Source: an optimization exercise on an open RTL-to-GDS flow (aim: small area). Production flows keep margins and buffers that such runs may drop.
At most, simulation tests tie the RTL to the original design; equivalence was not proved.
Power figures rest on the tool's default switching activity, not on a simulated workload.

== run P ==
// alu_adder
module alu_adder (
    input             clk,
    input             rst,
    input             req_valid,
    output            req_ready,
    input      [7:0]  ctrl,
    input      [31:0] src,
    input      [31:0] dest,
    input             flag_we,
    input      [5:0]  flag_wdata,
    output reg        resp_valid,
    output     [31:0] result,
    output     [5:0]  flags,
    output reg        faulted,
    output     [2:0]  fault_cause
);
Size: roughly 490 cells after synthesis, about 88 flip-flops, ~130 I/O pins, about 0.0048 mm^2 of cells after synthesis.
clock: 20.0 ns
lec_check: 0
abc_area: 1
cap_margin: 20
core_margin: 2
core_utilization: 40
slew_margin: 20
standard.sh (not shown) runs the stock make flow with config.mk's settings and CLKGATE_MAP_FILE= SYNTH_SCRIPT=/design/flow/synth_recipe.tcl, a recipe that flattens the netlist after the stock synthesis.
==> flow/flow/run.sh <==
#!/bin/bash
# The standard layout (standard.sh), with three changes:
# - every port gets the smallest buffer cell (sky130_fd_sc_hd__buf_1);
# - the clock tree uses clkbuf_8/clkbuf_4 buffers and no dummy loads;
# - ABC maps the logic for area only (flow/area.abc instead of the
#   standard abc_area.script); the rest of the synthesis is the standard flow's own.
# Each tool's output goes to standard.log and to ORFS's logs under orfs/.
set -euo pipefail
W=$PWD
export BUFFER_PORTS_ARGS="-buffer_cell sky130_fd_sc_hd__buf_1"
export CTS_ARGS="-sink_clustering_enable -repair_clock_nets -dont_use_dummy_load -buf_list sky130_fd_sc_hd__clkbuf_4 -root_buf sky130_fd_sc_hd__clkbuf_8"
cat > "$W/flow_synth.tcl" <<EOF
proc abc {args} {
  set i [lsearch -exact \$args -script]
  if { \$i >= 0 } { lset args [expr { \$i + 1 }] $W/flow/area.abc }
  yosys abc {*}\$args
}
source $W/synth_recipe.tcl
EOF
sed "s#SYNTH_SCRIPT=[^ ]*#SYNTH_SCRIPT=$W/flow_synth.tcl#" standard.sh > standard_area.sh
bash standard_area.sh > standard.log 2>&1
==> flow/flow/area.abc <==
strash
&get -n
&dch
&nf -p -R 1000 -F 8 -C 32
&put
topo
stime -c
dnsize -c
Run P completed; timing, DRC and antenna clean
Relative to run P, the following input files were edited for run H:
-- flow/design.v --
<<< run P, line 17
    localparam K_X = 3'd0, K_R = 3'd1, K_H = 3'd2, K_M = 3'd3;
    localparam K_D = 3'd4, K_G = 3'd5, K_I = 3'd6, K_S = 3'd7;
    localparam P0 = 3'b001, P1 = 3'b010, P2 = 3'b101, P3 = 3'b011;
    localparam P4 = 3'b111, P5 = 3'b110, P6 = 3'b100;
    reg cf, pf, af, zf, sf, of;
    assign flags = {of, sf, zf, af, pf, cf};
>>> run H, line 17
    localparam K_X = 3'd0, K_R = 3'd1, K_H = 3'd2, K_M = 3'd3;
    localparam K_D = 3'd4, K_G = 3'd5, K_I = 3'd6, K_S = 3'd7;
    reg cf, pf, af, zf, sf, of;
    assign flags = {of, sf, zf, af, pf, cf};
<<< run P, line 68
        kind = K_X;
        if (op_addsub)
            kind = (ph == P0) ? K_X : K_R;
        else if (op_logic)
            kind = (ph == P2) ? K_G : K_X;
        else if (op_mul)
            case (ph)
                P0, P1, P3: kind = K_X;
                P2: kind = K_M;
                default: kind = K_H;
            endcase
        else if (op_dm)
            case (ph)
                P0, P1, P2, P5: kind = K_X;
                P3: kind = K_D;
                P4: kind = op_mod ? K_R : K_H;
                default: kind = K_H;
            endcase
        else if (op_shl)
            kind = (ph == P0) ? K_X : K_I;
        else
            kind = (ph == P2) ? K_S : K_X;
    end
    reg ins, x32on, mk;
>>> run H, line 66
        kind = K_X;
        if (op_addsub)
            kind = (ph == 3'd0) ? K_X : K_R;
        else if (op_logic)
            kind = (ph == 3'd2) ? K_G : K_X;
        else if (op_mul)
            case (ph)
                3'd0, 3'd1, 3'd3: kind = K_X;
                3'd2: kind = K_M;
                default: kind = K_H;
            endcase
        else if (op_dm)
            case (ph)
                3'd0, 3'd1, 3'd2, 3'd5: kind = K_X;
                3'd3: kind = K_D;
                3'd4: kind = op_mod ? K_R : K_H;
                default: kind = K_H;
            endcase
        else if (op_shl)
            kind = (ph == 3'd0) ? K_X : K_I;
        else
            kind = (ph == 3'd2) ? K_S : K_X;
    end
    reg ins, x32on, mk;
<<< run P, line 138
                mk = 1'b0;
                qbit = A[31];
                if ((op_mul & (ph == P1)) | (op_dm & (ph == P2))) t_n = 1'b0;
                if (last) begin
                    if (ph == P0) begin
                        if (op_addsub | op_shrx) begin
                            yd = 1'b1;
>>> run H, line 136
                mk = 1'b0;
                qbit = A[31];
                if ((op_mul & (ph == 3'd1)) | (op_dm & (ph == 3'd2))) t_n = 1'b0;
                if (last) begin
                    if (ph == 3'd0) begin
                        if (op_addsub | op_shrx) begin
                            yd = 1'b1;
<<< run P, line 149
                            t_n = n_zf;
                        end
                    end else if (ph == P1) begin
                        if (op_dm) begin
                            yd = 1'b1; inv = op_signed & dn; cin = op_signed & dn;
>>> run H, line 147
                            t_n = n_zf;
                        end
                    end else if (ph == 3'd1) begin
                        if (op_dm) begin
                            yd = 1'b1; inv = op_signed & dn; cin = op_signed & dn;
<<< run P, line 164
                    end
                end
                if (op_dm & (ph == P1) & t) begin
                    ready_c = 1'b1; fault_c = 1'b1;    
                end
>>> run H, line 162
                    end
                end
                if (op_dm & (ph == 3'd1) & t) begin
                    ready_c = 1'b1; fault_c = 1'b1;    
                end
<<< run P, line 254
    always @(posedge clk) begin
        if (rst) begin
            ph <= P0;
            cnt <= 5'd31;
            resp_valid <= 1'b0;
>>> run H, line 252
    always @(posedge clk) begin
        if (rst) begin
            ph <= 3'd0;
            cnt <= 5'd31;
            resp_valid <= 1'b0;
<<< run P, line 263
            if (faulted) begin
            end else if (~active | accept) begin
                ph <= (accept & fault_c) ? {1'b0, bad, fc_lo} : P0;
                cnt <= 5'd31;
            end else begin
                cnt <= cnt - 5'd1;
                if (last) ph <= {ph[1:0], ph[2] ^ ph[1]};    
            end
            if (accept & fault_c) faulted <= 1'b1;
>>> run H, line 261
            if (faulted) begin
            end else if (~active | accept) begin
                ph <= (accept & fault_c) ? {1'b0, bad, fc_lo} : 3'd0;
                cnt <= 5'd31;
            end else begin
                cnt <= cnt - 5'd1;
                if (last) ph <= ph + 3'd1;
            end
            if (accept & fault_c) faulted <= 1'b1;
==> comparison <==
The flow did not stop early for run H: all stages ran, and the layout cleared the timing, design-rule and antenna checks.
Worst setup slack improves in run H relative to run P.
The total number of vias on run P is in line with that on run H.
Arithmetic-cell share of the synthesized area counting full adders, half adders and majority gates | run H above run P
Measured against run H, the total design power of run P comes out at 0.877 times the reference value.
The lower height of the chip of run H and run P is in run P.
Critical path arrival (lower): run H
Summary — die boundary width, run H relative to run P: higher, by 0.41%.
Of run H and run P, run H shows the lower required time at the endpoint of the critical path, with run P above it.
Higher routed wire length among run H and run P: run H
No functional check of the RTL was part of run P.

## main
Another version of the RTL of alu_adder (not shown whole).
For scale: about 610 cells after synthesis, ~83 flip-flops, about 130 I/O pins.
// alu_adder
module alu_adder (
    input             clk,
    input             rst,
    input             req_valid,
    output            req_ready,
    input      [7:0]  ctrl,
    input      [31:0] src,
    input      [31:0] dest,
    input             flag_we,
    input      [5:0]  flag_wdata,
    output reg        resp_valid,
    output     [31:0] result,
    output     [5:0]  flags,
    output reg        faulted,
    output     [2:0]  fault_cause
);
Settings: LEC_CHECK=0, ABC_AREA=1, CAP_MARGIN=20, CORE_MARGIN=2, CORE_UTILIZATION=40, SLEW_MARGIN=20; clock period 20.0 ns.
==> flow/flow/area.abc <==
strash
dch
map -a
topo
stime -c
dnsize -c
Scripts as last shown in full above: flow/flow/run.sh
## Diff of input files: the feature branch against main
diff --git a/flow/design.v b/flow/design.v
--- a/flow/design.v
+++ b/flow/design.v
@@ -10,34 +10,34 @@
     input      [5:0]  flag_wdata,
     output reg        resp_valid,
     output     [31:0] result,
     output     [5:0]  flags,
     output reg        faulted,
     output     [2:0]  fault_cause
 );
     localparam K_X = 3'd0, K_R = 3'd1, K_H = 3'd2, K_M = 3'd3;
     localparam K_D = 3'd4, K_G = 3'd5, K_I = 3'd6, K_S = 3'd7;
     reg cf, pf, af, zf, sf, of;
     assign flags = {of, sf, zf, af, pf, cf};
-    reg fc_hi, fc_lo;
-    assign fault_cause = {fc_hi, ~fc_hi, fc_lo};
     reg [2:0]  ph;
+    assign fault_cause = {ph[1], ~ph[1], ph[0]};
     reg [4:0]  cnt;
     reg        t;           
     reg [31:0] A;
     reg [31:0] Q;
     assign result = A;
-    wire [4:0] op = ctrl[4:0];
-    wire [1:0] wc = ctrl[6:5];
-    wire illegal_op = ctrl[7] | (op > 5'd16);
-    wire illegal_w  = (wc == 2'b11);
+    reg  [6:0] ctrl_r;
+    wire [4:0] op = ctrl_r[4:0];
+    wire [1:0] wc = ctrl_r[6:5];
+    wire illegal_op = ctrl[7] | (ctrl[4:0] > 5'd16);
+    wire illegal_w  = (ctrl[6:5] == 2'b11);
     wire bad = illegal_op | illegal_w;
     wire op_addsub = (op[4:2] == 3'b000);           
     wire op_sub    = op[1];
     wire op_carry  = op[0];
     wire op_mul    = (op == 5'd4) | (op == 5'd5);
     wire op_div    = (op == 5'd6) | (op == 5'd7);
     wire op_mod    = (op == 5'd8) | (op == 5'd9);
     wire op_dm     = op_div | op_mod;
     wire op_signed = op[0] & (op_mul | op_dm);      
     wire op_logic  = (op == 5'd10) | (op == 5'd11) | (op == 5'd12);
     wire op_shl    = (op == 5'd13) | (op == 5'd16);
@@ -114,33 +114,31 @@
     wire q_chk = wc[1] ? Q[30] : wc[0] ? Q[14] : Q[6];       
     wire n_zf = ((S[31:0] & mask) == 32'd0);
     wire n_pf = ~^S[7:0];
     wire n_sf = s_msb;
     wire kill8  = mk & w8;
     wire kill16 = mk & w16;
     reg ready_c;         
     reg fault_c;         
     reg wflags;          
     reg n_cf, n_of;
     reg t_n;
-    reg fc_lo_set;       
     wire sub_step = ~t;                           
     wire neg = op_signed & (op_mod ? dn : pn);    
     always @(*) begin
         ins = 1'b0; x32on = 1'b1; mk = 1'b1;
         ys = 1'b0; yd = 1'b0; inv = 1'b0; cin = 1'b0;
         qbit = Q[31];
         ready_c = 1'b0; fault_c = 1'b0; wflags = 1'b0;
         n_cf = 1'b0; n_of = 1'b0;
         t_n = t;
-        fc_lo_set = 1'b0;
         case (kind)
             K_X: begin
                 mk = 1'b0;
                 qbit = A[31];
                 if ((op_mul & (ph == 3'd1)) | (op_dm & (ph == 3'd2))) t_n = 1'b0;
                 if (last) begin
                     if (ph == 3'd0) begin
                         if (op_addsub | op_shrx) begin
                             yd = 1'b1;
                         end else if (op_mul) begin
                             ys = 1'b1; inv = op_signed & sn; cin = op_signed & sn;
@@ -172,38 +170,36 @@
                 if (last) begin
                     ys = op_addsub | t;
                     if (op_addsub) begin
                         inv = op_sub;
                         cin = op_sub ^ (op_carry & cf);
                         ready_c = 1'b1; wflags = 1'b1;
                         n_cf = s_w ^ op_sub;
                         n_of = (dn ~^ (sn ^ op_sub)) & (s_msb ^ dn);
                     end else begin
                         inv = t & op_signed & sn; cin = t & op_signed & sn;
                         t_n = op_signed & ~pn & q_chk;
-                        fc_lo_set = 1'b1;
                     end
                 end
             end
             K_H: begin
                 ins = Q[31] ^ neg;
                 if (last) begin
                     cin = neg;
                     ready_c = 1'b1;
                     if (op_mul) begin
                         wflags = 1'b1;
                         n_cf = t | (op_signed & ~((n_sf == pn) | n_zf));
                         n_of = n_cf;
                     end else if (op_div) begin
                         fault_c = op_signed & ~pn & n_sf;
-                        fc_lo_set = 1'b1;
                     end else begin
                         fault_c = t;
                     end
                 end
             end
             K_M: begin
                 yd = Q[31];
                 inv = Q[31] & op_signed & dn; cin = Q[31] & op_signed & dn;
                 t_n = t | s_w | s_w1;
             end
             K_D: begin
@@ -240,46 +236,39 @@
         endcase
         if (bad) begin
             ready_c = 1'b1; fault_c = 1'b1;
         end
     end
     wire active = req_valid & ~faulted;
     assign req_ready = ~faulted & ready_c;
     wire accept = active & ready_c;
     wire [31:0] a_keep = {14'h3FFF, ~kill16, ~kill16, 6'h3F, ~kill8, ~kill8, 8'hFF};
     always @(posedge clk) begin
         A <= S[31:0] & a_keep;
+        ctrl_r <= ctrl[6:0];
         Q <= {Q[30:0], qbit};
         t <= t_n;
-        if (~active) begin
-        end else if (bad) begin
-            fc_hi <= 1'b1;
-            fc_lo <= ~illegal_op;
-        end else if (ph == 3'd0) begin
-            fc_hi <= 1'b0;
-            fc_lo <= 1'b0;
-        end else if (fc_lo_set) begin
-            fc_lo <= 1'b1;
-        end
-    end
+    end
+    wire fc_lo = bad ? ~illegal_op : (kind == K_H);
     always @(posedge clk) begin
         if (rst) begin
             ph <= 3'd0;
             cnt <= 5'd31;
             resp_valid <= 1'b0;
             faulted <= 1'b0;
             {of, sf, zf, af, pf, cf} <= 6'd0;
         end else begin
             resp_valid <= accept & ~fault_c;
-            if (~active | accept) begin
-                ph <= 3'd0;
+            if (faulted) begin
+            end else if (~active | accept) begin
+                ph <= (accept & fault_c) ? {1'b0, bad, fc_lo} : 3'd0;
                 cnt <= 5'd31;
             end else begin
                 cnt <= cnt - 5'd1;
                 if (last) ph <= ph + 3'd1;
             end
             if (accept & fault_c) faulted <= 1'b1;
             if (accept & ~fault_c & wflags) begin
                 cf <= n_cf;
                 pf <= n_pf;
                 zf <= n_zf;
                 sf <= n_sf;
Results
- Relative to main, path length in cells of the critical path decreased by 9.5% in the feature branch.
- The routed via count of the feature branch was inferior to that of main.
- Diff main -> the feature branch | placed instance area | decrease of about 1%
- A worst-path cell with the longest stage delay of sky130_fd_sc_hd__a21oi_1 is what the feature branch shows, while sky130_fd_sc_hd__fa_2 belongs to main.
- The feature branch against main: final cell count moved up; synthesized cell area went up about 3%; final critical path time including I/O delays and setup down 120 ps.
- The feature branch: area share of xor/xnor cells in the synthesized design 0.39 points below main
- [the feature branch] number of signal-net buffers in the layout fell 20% relative to main
- Diff main -> the feature branch: number of synthesized flops with an enable pin lower, final weighted congestion of routability-driven global placement lower, multi-input combinational cell count higher, number of sequential cells higher, initial standard-cell utilization of the core lower.
For main, only the layout was checked, not whether the RTL still works.

The RTL this note starts from:
==> flow/design.v <==
module alu_adder (
    input             clk,
    input             rst,
    input             req_valid,
    output            req_ready,
    input      [7:0]  ctrl,
    input      [31:0] src,
    input      [31:0] dest,
    input             flag_we,
    input      [5:0]  flag_wdata,
    output reg        resp_valid,
    output     [31:0] result,
    output     [5:0]  flags,
    output reg        faulted,
    output     [2:0]  fault_cause
);
    localparam K_X = 3'd0, K_R = 3'd1, K_H = 3'd2, K_M = 3'd3;
    localparam K_D = 3'd4, K_G = 3'd5, K_I = 3'd6, K_S = 3'd7;
    reg cf, pf, af, zf, sf, of;
    assign flags = {of, sf, zf, af, pf, cf};
    reg fc_hi, fc_lo;
    assign fault_cause = {fc_hi, ~fc_hi, fc_lo};
    reg [2:0]  ph;
    reg [4:0]  cnt;
    reg        t;           
    reg [31:0] A;
    reg [31:0] Q;
    assign result = A;
    reg  [7:0] ctrl_r;
    reg        sn, dn;
    wire [4:0] op = ctrl_r[4:0];
    wire [1:0] wc = ctrl_r[6:5];
    wire first = (ph == 3'd0) & (cnt == 5'd31);
    wire illegal_op = ctrl_r[7] | (op > 5'd16);
    wire illegal_w  = (wc == 2'b11);
    wire bad = (illegal_op | illegal_w) & ~first;
    wire op_addsub = (op[4:2] == 3'b000);           
    wire op_sub    = op[1];
    wire op_carry  = op[0];
    wire op_mul    = (op == 5'd4) | (op == 5'd5);
    wire op_div    = (op == 5'd6) | (op == 5'd7);
    wire op_mod    = (op == 5'd8) | (op == 5'd9);
    wire op_dm     = op_div | op_mod;
    wire op_signed = op[0] & (op_mul | op_dm);      
    wire op_logic  = (op == 5'd10) | (op == 5'd11) | (op == 5'd12);
    wire op_shl    = (op == 5'd13) | (op == 5'd16);
    wire op_shr    = (op == 5'd14);
    wire op_sar    = (op == 5'd15);
    wire op_shrx   = op_shr | op_sar;
    wire w8  = (wc == 2'b00);
    wire w16 = (wc == 2'b01);
    wire g1 = wc[1] | wc[0];
    wire g2 = wc[1];
    wire [31:0] mask = {{16{g2}}, {8{g1}}, 8'hFF};
    function msb_w(input [31:0] x, input [1:0] c);
        msb_w = c[1] ? x[31] : c[0] ? x[15] : x[7];
    endfunction
    wire pn = sn ^ dn;                            
    wire [4:0] c = src[4:0];
    wire c_zero = (c == 5'd0);
    wire c_big  = w8 ? (c[4] | c[3]) : w16 ? c[4] : 1'b0;    
    wire [4:0] c_at = {(g2 | op_shl) ? c[4] : 1'b1, (w8 & ~op_shl) ? 1'b1 : c[3], c[2:0]};
    wire at_c = (cnt == c_at);
    wire last = (cnt == 5'd0);
    reg [2:0] kind;
    always @(*) begin
        kind = K_X;
        if (op_addsub)
            kind = (ph == 3'd0) ? K_X : K_R;
        else if (op_logic)
            kind = (ph == 3'd2) ? K_G : K_X;
        else if (op_mul)
            case (ph)
                3'd0, 3'd1, 3'd3: kind = K_X;
                3'd2: kind = K_M;
                default: kind = K_H;
            endcase
        else if (op_dm)
            case (ph)
                3'd0, 3'd1, 3'd2, 3'd5: kind = K_X;
                3'd3: kind = K_D;
                3'd4: kind = op_mod ? K_R : K_H;
                default: kind = K_H;
            endcase
        else if (op_shl)
            kind = (ph == 3'd0) ? K_X : K_I;
        else
            kind = (ph == 3'd2) ? K_S : K_X;
    end
    reg ins, x32on, mk;
    reg ys, yd, inv, cin;
    reg qbit;
    wire [32:0] x = {A[31] & x32on, A[30:0], ins};
    wire [31:0] ysm = {{16{ys & g2}}, {8{ys & g1}}, {8{ys}}};
    wire [31:0] ydm = {{16{yd & g2}}, {8{yd & g1}}, {8{yd}}};
    wire [31:0] ivm = {{16{inv & g2}}, {8{inv & g1}}, {8{inv}}};
    wire [31:0] y = ((ysm & src) | (ydm & dest)) ^ ivm;
    wire [33:0] cy;
    wire [33:0] S;
    assign cy[0] = cin;
    genvar i;
    generate
        for (i = 0; i < 32; i = i + 1) begin : g_fa
            assign S[i] = x[i] ^ y[i] ^ cy[i];
            assign cy[i+1] = (x[i] & y[i]) | (x[i] & cy[i]) | (y[i] & cy[i]);
        end
    endgenerate
    assign S[32] = x[32] ^ cy[32];
    assign cy[33] = x[32] & cy[32];
    assign S[33] = cy[33];
    wire s_w   = wc[1] ? S[32] : wc[0] ? S[16] : S[8];       
    wire s_w1  = wc[1] ? S[33] : wc[0] ? S[17] : S[9];       
    wire s_msb = msb_w(S[31:0], wc);                         
    wire q_top = msb_w(Q, wc);                               
    wire q_chk = wc[1] ? Q[30] : wc[0] ? Q[14] : Q[6];       
    wire n_zf = ((S[31:0] & mask) == 32'd0);
    wire n_pf = ~^S[7:0];
    wire n_sf = s_msb;
    wire kill8  = mk & w8;
    wire kill16 = mk & w16;
    reg ready_c;         
    reg fault_c;         
    reg wflags;          
    reg n_cf, n_of;
    reg t_n;
    reg fc_lo_set;       
    wire sub_step = ~t;                           
    wire neg = op_signed & (op_mod ? dn : pn);    
    always @(*) begin
        ins = 1'b0; x32on = 1'b1; mk = 1'b1;
        ys = 1'b0; yd = 1'b0; inv = 1'b0; cin = 1'b0;
        qbit = Q[31];
        ready_c = 1'b0; fault_c = 1'b0; wflags = 1'b0;
        n_cf = 1'b0; n_of = 1'b0;
        t_n = t;
        fc_lo_set = 1'b0;
        case (kind)
            K_X: begin
                mk = 1'b0;
                qbit = A[31];
                if ((op_mul & (ph == 3'd1)) | (op_dm & (ph == 3'd2))) t_n = 1'b0;
                if (last) begin
                    if (ph == 3'd0) begin
                        if (op_addsub | op_shrx) begin
                            yd = 1'b1;
                        end else if (op_mul) begin
                            ys = 1'b1; inv = op_signed & sn; cin = op_signed & sn;
                        end else if (op_dm | op_logic) begin
                            ys = 1'b1;
                            t_n = n_zf;
                        end
                    end else if (ph == 3'd1) begin
                        if (op_dm) begin
                            yd = 1'b1; inv = op_signed & dn; cin = op_signed & dn;
                        end else if (op_logic) begin
                            yd = 1'b1;
                        end else if (op_shrx) begin
                            inv = op_sar & dn;             
                            if (c_big) begin
                                ready_c = 1'b1; wflags = 1'b1;
                                n_cf = S[0];
                                n_of = op_shr & dn;
                            end
                        end
                    end
                end
                if (op_dm & (ph == 3'd1) & t) begin
                    ready_c = 1'b1; fault_c = 1'b1;    
                end
            end
            K_R: begin
                ins = A[31]; x32on = 1'b0; mk = last;
                if (last) begin
                    ys = op_addsub | t;
                    if (op_addsub) begin
                        inv = op_sub;
                        cin = op_sub ^ (op_carry & cf);
                        ready_c = 1'b1; wflags = 1'b1;
                        n_cf = s_w ^ op_sub;
                        n_of = (dn ~^ (sn ^ op_sub)) & (s_msb ^ dn);
                    end else begin
                        inv = t & op_signed & sn; cin = t & op_signed & sn;
                        t_n = op_signed & ~pn & q_chk;
                        fc_lo_set = 1'b1;
                    end
                end
            end
            K_H: begin
                ins = Q[31] ^ neg;
                if (last) begin
                    cin = neg;
                    ready_c = 1'b1;
                    if (op_mul) begin
                        wflags = 1'b1;
                        n_cf = t | (op_signed & ~((n_sf == pn) | n_zf));
                        n_of = n_cf;
                    end else if (op_div) begin
                        fault_c = op_signed & ~pn & n_sf;
                        fc_lo_set = 1'b1;
                    end else begin
                        fault_c = t;
                    end
                end
            end
            K_M: begin
                yd = Q[31];
                inv = Q[31] & op_signed & dn; cin = Q[31] & op_signed & dn;
                t_n = t | s_w | s_w1;
            end
            K_D: begin
                ins = Q[31];
                ys = 1'b1;
                inv = sub_step ^ (op_signed & sn); cin = sub_step ^ (op_signed & sn);
                t_n = s_w ^ sub_step;
                qbit = ~(s_w ^ sub_step);
            end
            K_G: begin
                mk = 1'b0;
                ins = (op == 5'd10) ? (A[31] & Q[31]) :
                      (op == 5'd11) ? (A[31] | Q[31]) : (A[31] ^ Q[31]);
                if (last) begin
                    ready_c = 1'b1; wflags = 1'b1;
                end
            end
            K_I: begin
                yd = at_c;
                if (last) begin
                    ready_c = 1'b1; wflags = ~c_zero;
                    n_cf = s_w;
                    n_of = s_w ^ s_msb;
                end
            end
            default: begin   
                ins = q_top;
                if (at_c) begin
                    ready_c = 1'b1; wflags = ~c_zero;
                    n_cf = q_chk;                  
                    n_of = op_shr & dn;
                end
            end
        endcase
        if (bad) begin
            ready_c = 1'b1; fault_c = 1'b1;
        end
    end
    wire active = req_valid & ~faulted;
    assign req_ready = ~faulted & ready_c;
    wire accept = active & ready_c;
    wire [31:0] a_keep = {14'h3FFF, ~kill16, ~kill16, 6'h3F, ~kill8, ~kill8, 8'hFF};
    always @(posedge clk) begin
        A <= S[31:0] & a_keep;
        ctrl_r <= ctrl;
        sn <= msb_w(src, ctrl[6:5]);
        dn <= msb_w(dest, ctrl[6:5]);
        Q <= {Q[30:0], qbit};
        t <= t_n;
        if (~active) begin
        end else if (bad) begin
            fc_hi <= 1'b1;
            fc_lo <= ~illegal_op;
        end else if (ph == 3'd0) begin
            fc_hi <= 1'b0;
            fc_lo <= 1'b0;
        end else if (fc_lo_set) begin
            fc_lo <= 1'b1;
        end
    end
    always @(posedge clk) begin
        if (rst) begin
            ph <= 3'd0;
            cnt <= 5'd31;
            resp_valid <= 1'b0;
            faulted <= 1'b0;
            {of, sf, zf, af, pf, cf} <= 6'd0;
        end else begin
            resp_valid <= accept & ~fault_c;
            if (~active | accept) begin
                ph <= 3'd0;
                cnt <= 5'd31;
            end else begin
                cnt <= cnt - 5'd1;
                if (last) ph <= ph + 3'd1;
            end
            if (accept & fault_c) faulted <= 1'b1;
            if (accept & ~fault_c & wflags) begin
                cf <= n_cf;
                pf <= n_pf;
                zf <= n_zf;
                sf <= n_sf;
                of <= n_of;
            end
            if (flag_we) {of, sf, zf, af, pf, cf} <= flag_wdata;
        end
    end
endmodule
Settings: LEC_CHECK=0, ABC_AREA=1, CAP_MARGIN=20, CORE_MARGIN=2, CORE_UTILIZATION=40, SLEW_MARGIN=20; clock period 20.0 ns.
Scripts as last shown in full above: flow/flow/run.sh, flow/flow/area.abc
==> next run, changes <==
--- a/flow/design.v
+++ b/flow/design.v
@@ -24,16 +24,15 @@
     reg [4:0]  cnt;
     reg        t;           
     reg [31:0] A;
     reg [31:0] Q;
     assign result = A;
-    reg  [7:0] ctrl_r;
-    reg        sn, dn;
+    reg  [6:0] ctrl_r;
     wire [4:0] op = ctrl_r[4:0];
     wire [1:0] wc = ctrl_r[6:5];
     wire first = (ph == 3'd0) & (cnt == 5'd31);
-    wire illegal_op = ctrl_r[7] | (op > 5'd16);
+    wire illegal_op = ctrl[7] | (op > 5'd16);
     wire illegal_w  = (wc == 2'b11);
     wire bad = (illegal_op | illegal_w) & ~first;
     wire op_addsub = (op[4:2] == 3'b000);           
     wire op_sub    = op[1];
     wire op_carry  = op[0];
@@ -53,10 +52,12 @@
     wire g2 = wc[1];
     wire [31:0] mask = {{16{g2}}, {8{g1}}, 8'hFF};
     function msb_w(input [31:0] x, input [1:0] c);
         msb_w = c[1] ? x[31] : c[0] ? x[15] : x[7];
     endfunction
+    wire sn = msb_w(src, wc);
+    wire dn = msb_w(dest, wc);
     wire pn = sn ^ dn;                            
     wire [4:0] c = src[4:0];
     wire c_zero = (c == 5'd0);
     wire c_big  = w8 ? (c[4] | c[3]) : w16 ? c[4] : 1'b0;    
     wire [4:0] c_at = {(g2 | op_shl) ? c[4] : 1'b1, (w8 & ~op_shl) ? 1'b1 : c[3], c[2:0]};
@@ -247,13 +248,11 @@
     assign req_ready = ~faulted & ready_c;
     wire accept = active & ready_c;
     wire [31:0] a_keep = {14'h3FFF, ~kill16, ~kill16, 6'h3F, ~kill8, ~kill8, 8'hFF};
     always @(posedge clk) begin
         A <= S[31:0] & a_keep;
-        ctrl_r <= ctrl;
-        sn <= msb_w(src, ctrl[6:5]);
-        dn <= msb_w(dest, ctrl[6:5]);
+        ctrl_r <= ctrl[6:0];
         Q <= {Q[30:0], qbit};
         t <= t_n;
         if (~active) begin
         end else if (bad) begin
             fc_hi <= 1'b1;
The changed run finished with timing, DRC and antenna clean.
Routed wire length goes up by 2.3%.
Clock skew goes up by 0.0065 ns.
Power goes up by 1.9%.
Maximum frequency goes down by 0.94%.
Via count goes up by 0.58%.
Setup slack loses 0.18 ns.
Function not checked in the first run of this note: the RTL went through the layout flow alone.

## static timing again, ports no longer ideal
No port has a modelled driver above. Below, the same layouts with a new extraction and two added sets of constraints. Step 1 (the two cells are an assumption about what drives the block):
set clk [get_ports {clk}]
set_driving_cell -lib_cell sky130_fd_sc_hd__clkbuf_16 $clk
set_driving_cell -lib_cell sky130_fd_sc_hd__buf_2 [delete_from_list [all_inputs] $clk]
Step 2 times the ports against the registers' clock, not the clock port: input delays grow and output delays shrink by t, the midpoint of the rising clock arrivals with the driver on. Three values: ideal, step 1, step 2; two values: the first two.
| run | t (ns) | setup WS [ns] | worst slew at a driven data input, ns |
|---|---|---|---|
| run P | 0.402 | 0.656 / 0.665 / 0.263 | 0.05 |
| run H | 0.404 | 0.830 / 0.838 / 0.434 | 0.04 |
| main | 0.404 | 0.702 / 0.715 / 0.311 | 0.04 |
| the feature branch | 0.403 | 0.824 / 0.837 / 0.434 | 0.04 |
| the first run of note 3 | 0.406 | 1.025 / 1.038 / 0.632 | 0.04 |
| the second run of note 3 | 0.396 | 0.844 / 0.857 / 0.460 | 0.04 |
After both steps setup and hold are still met in every run listed. For run H, which loses most, drivers alone change the setup slack by +0.008 ns; drivers and shift together by -0.396 ns.
